Context: an optimization exercise on an open-source flow, tuned for small area. The choices shown serve that exercise and are no tape-out recipe.
The RTL was checked by simulation tests, not by an equivalence proof against the original design.
The flow treats the clock pin as an ideal source. Dropping or thinning the clock tree relies on that and would not hold on a real chip.

==> job 265 <==
Design spi_mtc, start of the top module:
module spi_mtc (
    input             clk,
    input             rst,
    input             cmd0_valid,
    input      [31:0] cmd0_word,
    output            cmd0_ready,
    output            rsp0_valid,
    output     [31:0] rsp0_word,
    input             cmd1_valid,
    input      [31:0] cmd1_word,
    output            cmd1_ready,
    output            rsp1_valid,
    output     [31:0] rsp1_word,
    output            cs_rtc,
    output            cs_sns,
    output            cs_lcd,
    output            lcd_rs,
    output            spi_cpol,
    output            spi_cpha,
    output     [3:0]  spi_clksel,
    output            sh_start,
    output     [7:0]  sh_tx,
    input             sh_done,
    input      [7:0]  sh_rx,
    output            mem_en,
    output            mem_we,
    output     [7:0]  mem_addr,
    output     [7:0]  mem_wdata,
    input      [7:0]  mem_rdata
);
export LEC_CHECK = 0
export ABC_AREA = 0
export CAP_MARGIN = 20
export CORE_MARGIN = 2
export CORE_UTILIZATION = 55
export PLACE_DENSITY = 0.7
export SLEW_MARGIN = 20
create_clock -name core_clock -period 8.0 [get_ports {clk}]
standard.sh (not shown) runs the stock make flow with config.mk's settings and CLKGATE_MAP_FILE= SYNTH_SCRIPT=/design/flow/synth_recipe.tcl, a recipe that flattens the netlist after the stock synthesis.
==> flow/flow/run.sh <==
#!/bin/bash
# Standard ORFS layout with these changes:
#  - ports are buffered with the smallest buffer (buf_1)
#  - CTS inserts no dummy loads; extra CTS options come from flow/cts_extra;
#    with flow/clocktree.env present, flow/clocktree.tcl builds a small
#    balanced clock tree instead of TritonCTS
#  - extra make variables come from flow/make_extra
#  - after placement resizing, cells on paths with slack are sized down
#    (flow/recover.tcl)
# Each ORFS step keeps its own log under orfs/logs; make's output goes to
# orfs_make.log.
set -euo pipefail
W=$PWD
rm -rf "$W/scripts_abc"
cp -r "$FLOW_HOME/scripts" "$W/scripts_abc"
cp "$W/flow/abc.script" "$W/scripts_abc/abc_speed.script"
if [[ -f "$W/flow/clocktree.env" ]]; then
  # build the clock tree with flow/clocktree.tcl instead of TritonCTS
  set -a; source "$W/flow/clocktree.env"; set +a
  sed -i "s|^log_cmd clock_tree_synthesis {\*}\$cts_args|source $W/flow/clocktree.tcl|" "$W/scripts_abc/cts.tcl"
  grep -q "flow/clocktree.tcl" "$W/scripts_abc/cts.tcl"
fi
CTS="-sink_clustering_enable -repair_clock_nets -dont_use_dummy_load"
if [[ -f "$W/flow/cts_extra" ]]; then CTS="$CTS $(cat "$W/flow/cts_extra")"; fi
EXTRA=()
if [[ -f "$W/flow/make_extra" ]]; then read -r -a EXTRA < "$W/flow/make_extra"; fi
bash standard.sh \
  "SCRIPTS_DIR=$W/scripts_abc" \
  "BUFFER_PORTS_ARGS=-buffer_cell sky130_fd_sc_hd__buf_1" \
  "CTS_ARGS=$CTS" \
  "POST_RESIZE_TCL=$W/flow/recover.tcl" \
  "${EXTRA[@]}" \
  finish > orfs_make.log 2>&1
==> flow/flow/abc.script <==
strash
&get -n
&st
&syn2
&dch -f
&nf -R 1000 -p -a -F 8 -C 32
&put
topo
Other scripts of this flow, unchanged in this note and not shown: flow/flow/clocktree.env, flow/flow/clocktree.tcl, flow/flow/cts_extra, flow/flow/make_extra, flow/flow/recover.tcl
==> job 6421: changes against job 265 <==
--- a/flow/design.v
+++ b/flow/design.v
@@ -31,17 +31,17 @@
     localparam [2:0] S_IDLE = 3'd0, S_PRE  = 3'd1, S_XMEM = 3'd2, S_WAIT = 3'd3,
                      S_XPOST = 3'd4, S_POST = 3'd5;
     reg        pend0, pend1;
     reg [27:0] Xn, Y;    
     wire [27:0] X = ~Xn;
     reg        sel, owner;
     reg [2:0]  st;
     reg [3:0]  dly;
-    reg [5:0]  idx;
+    reg [3:0]  idx;
     reg        xf;       
     reg [1:0]  dev;
     reg        csel;
     reg        rs;
     reg        done;
     reg [7:0]  rxh;
     wire [3:0]  op = X[27:24];
     wire [7:0]  c  = X[23:16];
@@ -74,29 +74,32 @@
     wire sns_last = (idx[1:0] == 2'd3);
     wire b_one    = (b == 8'd1);
     wire draw_dat = op12 & rs;
     wire need_mem = (op3 & xf) | draw_dat;
     wire line_end = draw_dat & (idx[3:0] == 4'd15);
     wire more_x   = ((op1 | op2 | op5) & ~xf) |
                     (opblk & (~xf | ~b_one)) |
                     (op8 & ~sns_last);
+    wire a_ff     = &a;
+    wire b_ff     = &b;
     wire more_t   = (op5 & (idx[1:0] != 2'd2)) |
                     (op11 & (idx[3:0] != 4'd8)) |
-                    (op12 & ~(line_end & idx[5:4] == 2'd2));
+                    (op12 & ~(line_end & a_ff));
     wire powering = op11 & ~xf;
     wire warm     = op8 & (idx[1:0] == 2'd1);
     wire go_x     = in_pre & csel & dly[2] & (~warm | dly[3]);
     wire sel_evt  = in_pre & ~csel & ~powering;
     wire desel_evt = in_post & csel & dly[2];
     wire post_end = in_post & ~csel & dly[3];
     wire in_resp  = post_end & ~more_t;
     wire shift    = (in_xpost & ((op5 & xf & (idx[1:0] != 2'd2)) | (op8 & ~sns_last))) |
                     (in_post & ~csel & dly[3] & line_end);
-    wire incc     = in_xpost & ((opblk & xf) | draw_dat);
+    wire incc     = (in_xpost & ((opblk & xf) | draw_dat)) |
+                    (in_pre & ~csel & powering);    
     wire decb     = in_xpost & opblk & xf;
     wire [7:0] bdec;
     wire [8:0] bw;
     assign bw[0] = 1'b1;
     wire [7:0] cinc;
     wire [8:0] cw;
     assign cw[0] = incc;
     wire [8:0] cq;
@@ -135,30 +138,30 @@
          jd[2] | jd[3] | jd[4] | jd[5] | jd[6],
          jd[2] | jd[5],
          jd[0] | jd[1] | jd[3] | jd[5] | jd[7]};
     wire [7:0] tx_w =
         ({8{(op1 | op2 | opblk) & ~xf}} & {op[0], a[6:0]}) |
         ({8{op5 & ~xf}} & {6'd0, idx[1:0] == 2'd0, idx[1:0] == 2'd1}) |
         ({8{(op1 & xf) | op9 | op10}} & b) |
         ({8{op11}} & init_b) |
-        ({8{op12}} & {2'b10, idx[5:4], 4'h0});
+        ({8{op12}} & {2'b10, a_ff, b_ff & ~a_ff, 4'h0});
     wire sh_mem    = (st == S_XMEM);
     assign sh_start = (go_x & ~need_mem) | sh_mem;
     assign sh_tx    = sh_mem ? mem_rdata : tx_w;
     assign mem_en    = (go_x & need_mem) | (in_xpost & op4 & xf);
     assign mem_we    = (st == S_XPOST);
     assign mem_addr  = c;
     assign mem_wdata = rxh;
     wire [7:0]  bmod   = b ^ ({8{decb}} & bw[7:0]);
-    wire [5:0] iinc;
-    wire [6:0] iw;
+    wire [3:0] iinc;
+    wire [4:0] iw;
     assign iw[0] = 1'b1;
     generate
-        for (gi = 0; gi < 6; gi = gi + 1) begin : g_ii
+        for (gi = 0; gi < 4; gi = gi + 1) begin : g_ii
             assign iinc[gi] = idx[gi] ^ iw[gi];
             assign iw[gi+1] = idx[gi] & iw[gi];
         end
     endgenerate
     wire [3:0] dinc = {dly[3] ^ (&dly[2:0]), dly[2] ^ (&dly[1:0]), dly[1] ^ dly[0], ~dly[0]};
     wire imm_rsp  = pend_x & ~bus & ~act;
     wire rsp_any  = imm_rsp | in_resp;
     assign rsp0_valid = rsp_any & ~sel;
@@ -223,17 +226,17 @@
     wire ys0 = ~sel & acc0;
     wire ys1 = sel & acc1;
     wire yh  = ~(ys0 | ys1);
     wire ysh = yh & shift;
     wire ym  = yh & ~shift;
     always @(posedge clk) begin
         Xn <= ~(({28{xs0}} & w0) | ({28{xs1}} & w1) | ({28{xh}} & Y));
         Y <= ({28{ys0}} & w0) | ({28{ys1}} & w1) |
-             {{4{yh}} & op, ({24{ysh}} & {a, b, rxh}) | ({24{ym}} & {cinc, a, bmod})};
+             {{4{yh}} & op, ({24{ysh}} & {a, b, rxh | {8{op12}}}) | ({24{ym}} & {cinc, a, bmod})};
     end
     always @(posedge clk) begin
         if (rst) begin
             pend0 <= 1'b0;
             pend1 <= 1'b0;
         end else begin
             if (acc0) pend0 <= 1'b1;
             else if (rsp0_valid) pend0 <= 1'b0;
@@ -250,33 +253,27 @@
             csel <= 1'b0;
             rs   <= 1'b0;
             done <= 1'b0;
             rxh  <= 8'h00;
         end else begin
             sel <= ~sel;
             case (st)
                 S_IDLE: begin
-                    idx <= 6'd0;
+                    idx <= 4'd0;
                     xf  <= 1'b0;
                     if (pend_x & bus) begin
                         owner <= sel;
                         dev   <= is_rtc ? 2'd0 : is_sns ? 2'd1 : 2'd2;
                         if (is_lcd) rs <= op10;
                         st    <= op7 ? S_POST : S_PRE;
                     end
                 end
                 S_PRE: begin
-                    if (act & ~csel & powering) begin
-                        if (dly[3:1] == 3'b111) idx <= iinc;
-                        if (idx[3:0] == 4'd10) begin
-                            idx <= 6'd0;
-                            xf  <= 1'b1;
-                        end
-                    end
+                    if (act & ~csel & powering & c[6] & c[4]) xf <= 1'b1;
                     if (sel_evt) csel <= 1'b1;
                     if (go_x) st <= need_mem ? S_XMEM : S_WAIT;
                 end
                 S_XMEM: st <= S_WAIT;
                 S_WAIT: if (sh_done) begin
                     rxh <= sh_rx;
                     st  <= S_XPOST;
                 end
--- a/flow/flow/run.sh
+++ b/flow/flow/run.sh
@@ -24,10 +24,11 @@
 if [[ -f "$W/flow/cts_extra" ]]; then CTS="$CTS $(cat "$W/flow/cts_extra")"; fi
 EXTRA=()
 if [[ -f "$W/flow/make_extra" ]]; then read -r -a EXTRA < "$W/flow/make_extra"; fi
 bash standard.sh \
   "SCRIPTS_DIR=$W/scripts_abc" \
   "BUFFER_PORTS_ARGS=-buffer_cell sky130_fd_sc_hd__buf_1" \
   "CTS_ARGS=$CTS" \
   "POST_RESIZE_TCL=$W/flow/recover.tcl" \
+  "POST_CTS_TCL=$W/flow/recover.tcl" \
   "${EXTRA[@]}" \
   finish > orfs_make.log 2>&1
==> flow/flow/abc.script (replaced) <==
strash
&get -n
&st
&b
&dc2
&dch -f
&nf -R 1000 -p -a -F 8 -C 32
&put
topo
- CORE_UTILIZATION: 55 -> 40
- GPL_TIMING_DRIVEN: unset -> 0
- PLACE_DENSITY: 0.7 -> 0.6
==> job 2995: changes against job 265 <==
- CORE_UTILIZATION: 55 -> 40
- PLACE_DENSITY: 0.7 -> 0.6
==> job 6207: changes against job 265 <==
--- a/flow/design.v
+++ b/flow/design.v
@@ -31,17 +31,17 @@
     localparam [2:0] S_IDLE = 3'd0, S_PRE  = 3'd1, S_XMEM = 3'd2, S_WAIT = 3'd3,
                      S_XPOST = 3'd4, S_POST = 3'd5;
     reg        pend0, pend1;
     reg [27:0] Xn, Y;    
     wire [27:0] X = ~Xn;
     reg        sel, owner;
     reg [2:0]  st;
     reg [3:0]  dly;
-    reg [5:0]  idx;
+    reg [3:0]  idx;
     reg        xf;       
     reg [1:0]  dev;
     reg        csel;
     reg        rs;
     reg        done;
     reg [7:0]  rxh;
     wire [3:0]  op = X[27:24];
     wire [7:0]  c  = X[23:16];
@@ -74,29 +74,32 @@
     wire sns_last = (idx[1:0] == 2'd3);
     wire b_one    = (b == 8'd1);
     wire draw_dat = op12 & rs;
     wire need_mem = (op3 & xf) | draw_dat;
     wire line_end = draw_dat & (idx[3:0] == 4'd15);
     wire more_x   = ((op1 | op2 | op5) & ~xf) |
                     (opblk & (~xf | ~b_one)) |
                     (op8 & ~sns_last);
+    wire a_ff     = &a;
+    wire b_ff     = &b;
     wire more_t   = (op5 & (idx[1:0] != 2'd2)) |
                     (op11 & (idx[3:0] != 4'd8)) |
-                    (op12 & ~(line_end & idx[5:4] == 2'd2));
+                    (op12 & ~(line_end & a_ff));
     wire powering = op11 & ~xf;
     wire warm     = op8 & (idx[1:0] == 2'd1);
     wire go_x     = in_pre & csel & dly[2] & (~warm | dly[3]);
     wire sel_evt  = in_pre & ~csel & ~powering;
     wire desel_evt = in_post & csel & dly[2];
     wire post_end = in_post & ~csel & dly[3];
     wire in_resp  = post_end & ~more_t;
     wire shift    = (in_xpost & ((op5 & xf & (idx[1:0] != 2'd2)) | (op8 & ~sns_last))) |
                     (in_post & ~csel & dly[3] & line_end);
-    wire incc     = in_xpost & ((opblk & xf) | draw_dat);
+    wire incc     = (in_xpost & ((opblk & xf) | draw_dat)) |
+                    (in_pre & ~csel & powering);    
     wire decb     = in_xpost & opblk & xf;
     wire [7:0] bdec;
     wire [8:0] bw;
     assign bw[0] = 1'b1;
     wire [7:0] cinc;
     wire [8:0] cw;
     assign cw[0] = incc;
     wire [8:0] cq;
@@ -135,30 +138,30 @@
          jd[2] | jd[3] | jd[4] | jd[5] | jd[6],
          jd[2] | jd[5],
          jd[0] | jd[1] | jd[3] | jd[5] | jd[7]};
     wire [7:0] tx_w =
         ({8{(op1 | op2 | opblk) & ~xf}} & {op[0], a[6:0]}) |
         ({8{op5 & ~xf}} & {6'd0, idx[1:0] == 2'd0, idx[1:0] == 2'd1}) |
         ({8{(op1 & xf) | op9 | op10}} & b) |
         ({8{op11}} & init_b) |
-        ({8{op12}} & {2'b10, idx[5:4], 4'h0});
+        ({8{op12}} & {2'b10, a_ff, b_ff & ~a_ff, 4'h0});
     wire sh_mem    = (st == S_XMEM);
     assign sh_start = (go_x & ~need_mem) | sh_mem;
     assign sh_tx    = sh_mem ? mem_rdata : tx_w;
     assign mem_en    = (go_x & need_mem) | (in_xpost & op4 & xf);
     assign mem_we    = (st == S_XPOST);
     assign mem_addr  = c;
     assign mem_wdata = rxh;
     wire [7:0]  bmod   = b ^ ({8{decb}} & bw[7:0]);
-    wire [5:0] iinc;
-    wire [6:0] iw;
+    wire [3:0] iinc;
+    wire [4:0] iw;
     assign iw[0] = 1'b1;
     generate
-        for (gi = 0; gi < 6; gi = gi + 1) begin : g_ii
+        for (gi = 0; gi < 4; gi = gi + 1) begin : g_ii
             assign iinc[gi] = idx[gi] ^ iw[gi];
             assign iw[gi+1] = idx[gi] & iw[gi];
         end
     endgenerate
     wire [3:0] dinc = {dly[3] ^ (&dly[2:0]), dly[2] ^ (&dly[1:0]), dly[1] ^ dly[0], ~dly[0]};
     wire imm_rsp  = pend_x & ~bus & ~act;
     wire rsp_any  = imm_rsp | in_resp;
     assign rsp0_valid = rsp_any & ~sel;
@@ -223,17 +226,17 @@
     wire ys0 = ~sel & acc0;
     wire ys1 = sel & acc1;
     wire yh  = ~(ys0 | ys1);
     wire ysh = yh & shift;
     wire ym  = yh & ~shift;
     always @(posedge clk) begin
         Xn <= ~(({28{xs0}} & w0) | ({28{xs1}} & w1) | ({28{xh}} & Y));
         Y <= ({28{ys0}} & w0) | ({28{ys1}} & w1) |
-             {{4{yh}} & op, ({24{ysh}} & {a, b, rxh}) | ({24{ym}} & {cinc, a, bmod})};
+             {{4{yh}} & op, ({24{ysh}} & {a, b, rxh | {8{op12}}}) | ({24{ym}} & {cinc, a, bmod})};
     end
     always @(posedge clk) begin
         if (rst) begin
             pend0 <= 1'b0;
             pend1 <= 1'b0;
         end else begin
             if (acc0) pend0 <= 1'b1;
             else if (rsp0_valid) pend0 <= 1'b0;
@@ -250,33 +253,27 @@
             csel <= 1'b0;
             rs   <= 1'b0;
             done <= 1'b0;
             rxh  <= 8'h00;
         end else begin
             sel <= ~sel;
             case (st)
                 S_IDLE: begin
-                    idx <= 6'd0;
+                    idx <= 4'd0;
                     xf  <= 1'b0;
                     if (pend_x & bus) begin
                         owner <= sel;
                         dev   <= is_rtc ? 2'd0 : is_sns ? 2'd1 : 2'd2;
                         if (is_lcd) rs <= op10;
                         st    <= op7 ? S_POST : S_PRE;
                     end
                 end
                 S_PRE: begin
-                    if (act & ~csel & powering) begin
-                        if (dly[3:1] == 3'b111) idx <= iinc;
-                        if (idx[3:0] == 4'd10) begin
-                            idx <= 6'd0;
-                            xf  <= 1'b1;
-                        end
-                    end
+                    if (act & ~csel & powering & c[6] & c[4]) xf <= 1'b1;
                     if (sel_evt) csel <= 1'b1;
                     if (go_x) st <= need_mem ? S_XMEM : S_WAIT;
                 end
                 S_XMEM: st <= S_WAIT;
                 S_WAIT: if (sh_done) begin
                     rxh <= sh_rx;
                     st  <= S_XPOST;
                 end
- CORE_UTILIZATION: 55 -> 40
- PLACE_DENSITY: 0.7 -> 0.6
==> summary.txt <==
Placed design
  • Placed cell areas: roughly 0.0062 mm²

Yosys
  • Mapped Cells: roughly 680
  • Synth Area in Compound Gates: approximately 30%

Cells and area
  • Signal inverters: 30
  • Seq cells: 87

Outcome
  • Status: finished clean

Clocking
  • Hold-fix buffers, CTS: 0

Floorplan
  • FP Rows: 43

Worst setup path
  • CP max FO: 19

Timing
  • Slew HR: ~28%
the above is filed under job 2995

==> summary.txt <==
Worst setup path
  • CP max FO: 19

Yosys
  • Synth Area in Compound Gates: 29.7%
  • Syn Area/Cell: about 8.3 µm²
  • Mapped Nets: 796
  • Mapped Cells: roughly 680

Cells and area
  • Register area: 0.00182 mm²
  • Signal inverters: 30
  • Seq cells: between 80 and 90
  • Fraction of area in multi-input gates: approximately 54%

Outcome
  • Status: finished clean

Timing
  • Slew HR: between 20 and 30%

Clocking
  • Hold-fix buffers, CTS: 0

Placed design
  • Placed cell areas: 0.00619 mm²
the above is filed under job 265

==> summary.txt <==
Floorplan
  • FP Rows: 42

Cells and area
  • Signal inverters: 27

Drt
  • WL/cell: around 20 µm

Placed design
  • Placed cell areas: 0.00641 mm²

Yosys
  • Synth Area in Compound Gates: between 30 and 40%
  • Mapped Cells: 652
  • Most common flop cell mapped by yosys: dfxtp_1

Worst setup path
  • CP max FO: 19

Timing
  • Slew HR: roughly a third

Outcome
  • Status: finished clean
the above is filed under job 6421

==> summary.txt <==
Worst setup path
  • CP max FO: 30

Yosys
  • Mapped Cells: around 680

Floorplan
  • FP Rows: between 40 and 50

Clocking
  • Hold-fix buffers, CTS: 0

Outcome
  • Status: finished clean

Cells and area
  • Seq cells: 85

Timing
  • Slew HR: about 25%

Placed design
  • Placed cell areas: ~0.0062 mm²
the above is filed under job 6207

In every run of this note, the design's own scripts or RTL, not TritonCTS, make the clock network.

-- afterwards: timing with drivers on the ports --
Ports are ideal in the flow. The routed layouts listed here were re-timed in OpenROAD. Step 1 assumes that a clkbuf_16 drives the clock port and a buf_2 every other input. Step 2 adds t to the input delays and takes it off the output delays; t is the mean of the earliest and latest rising clock arrival at the registers after step 1. Input paths then give back, and output paths get back, about the clock's delay inside the block. a / b / c = ideal ports / drivers / drivers and shift; a / b = the first two.
run | t, ns | setup WS [ns] | worst register clock-pin slew, ns | pins driven straight from the clock port
job 265 | 0.497 | 1.891 / 1.860 / 2.037 | 0.11 / 0.11 | 1
job 6421 | 0.495 | 1.679 / 1.643 / 2.049 | 0.11 / 0.11 | 1
job 2995 | 0.491 | 1.847 / 1.808 / 2.024 | 0.11 / 0.11 | 1
job 6207 | 0.494 | 1.871 / 1.871 / 1.871 | 0.10 / 0.10 | 1
After both steps setup and hold are still met in every run listed.
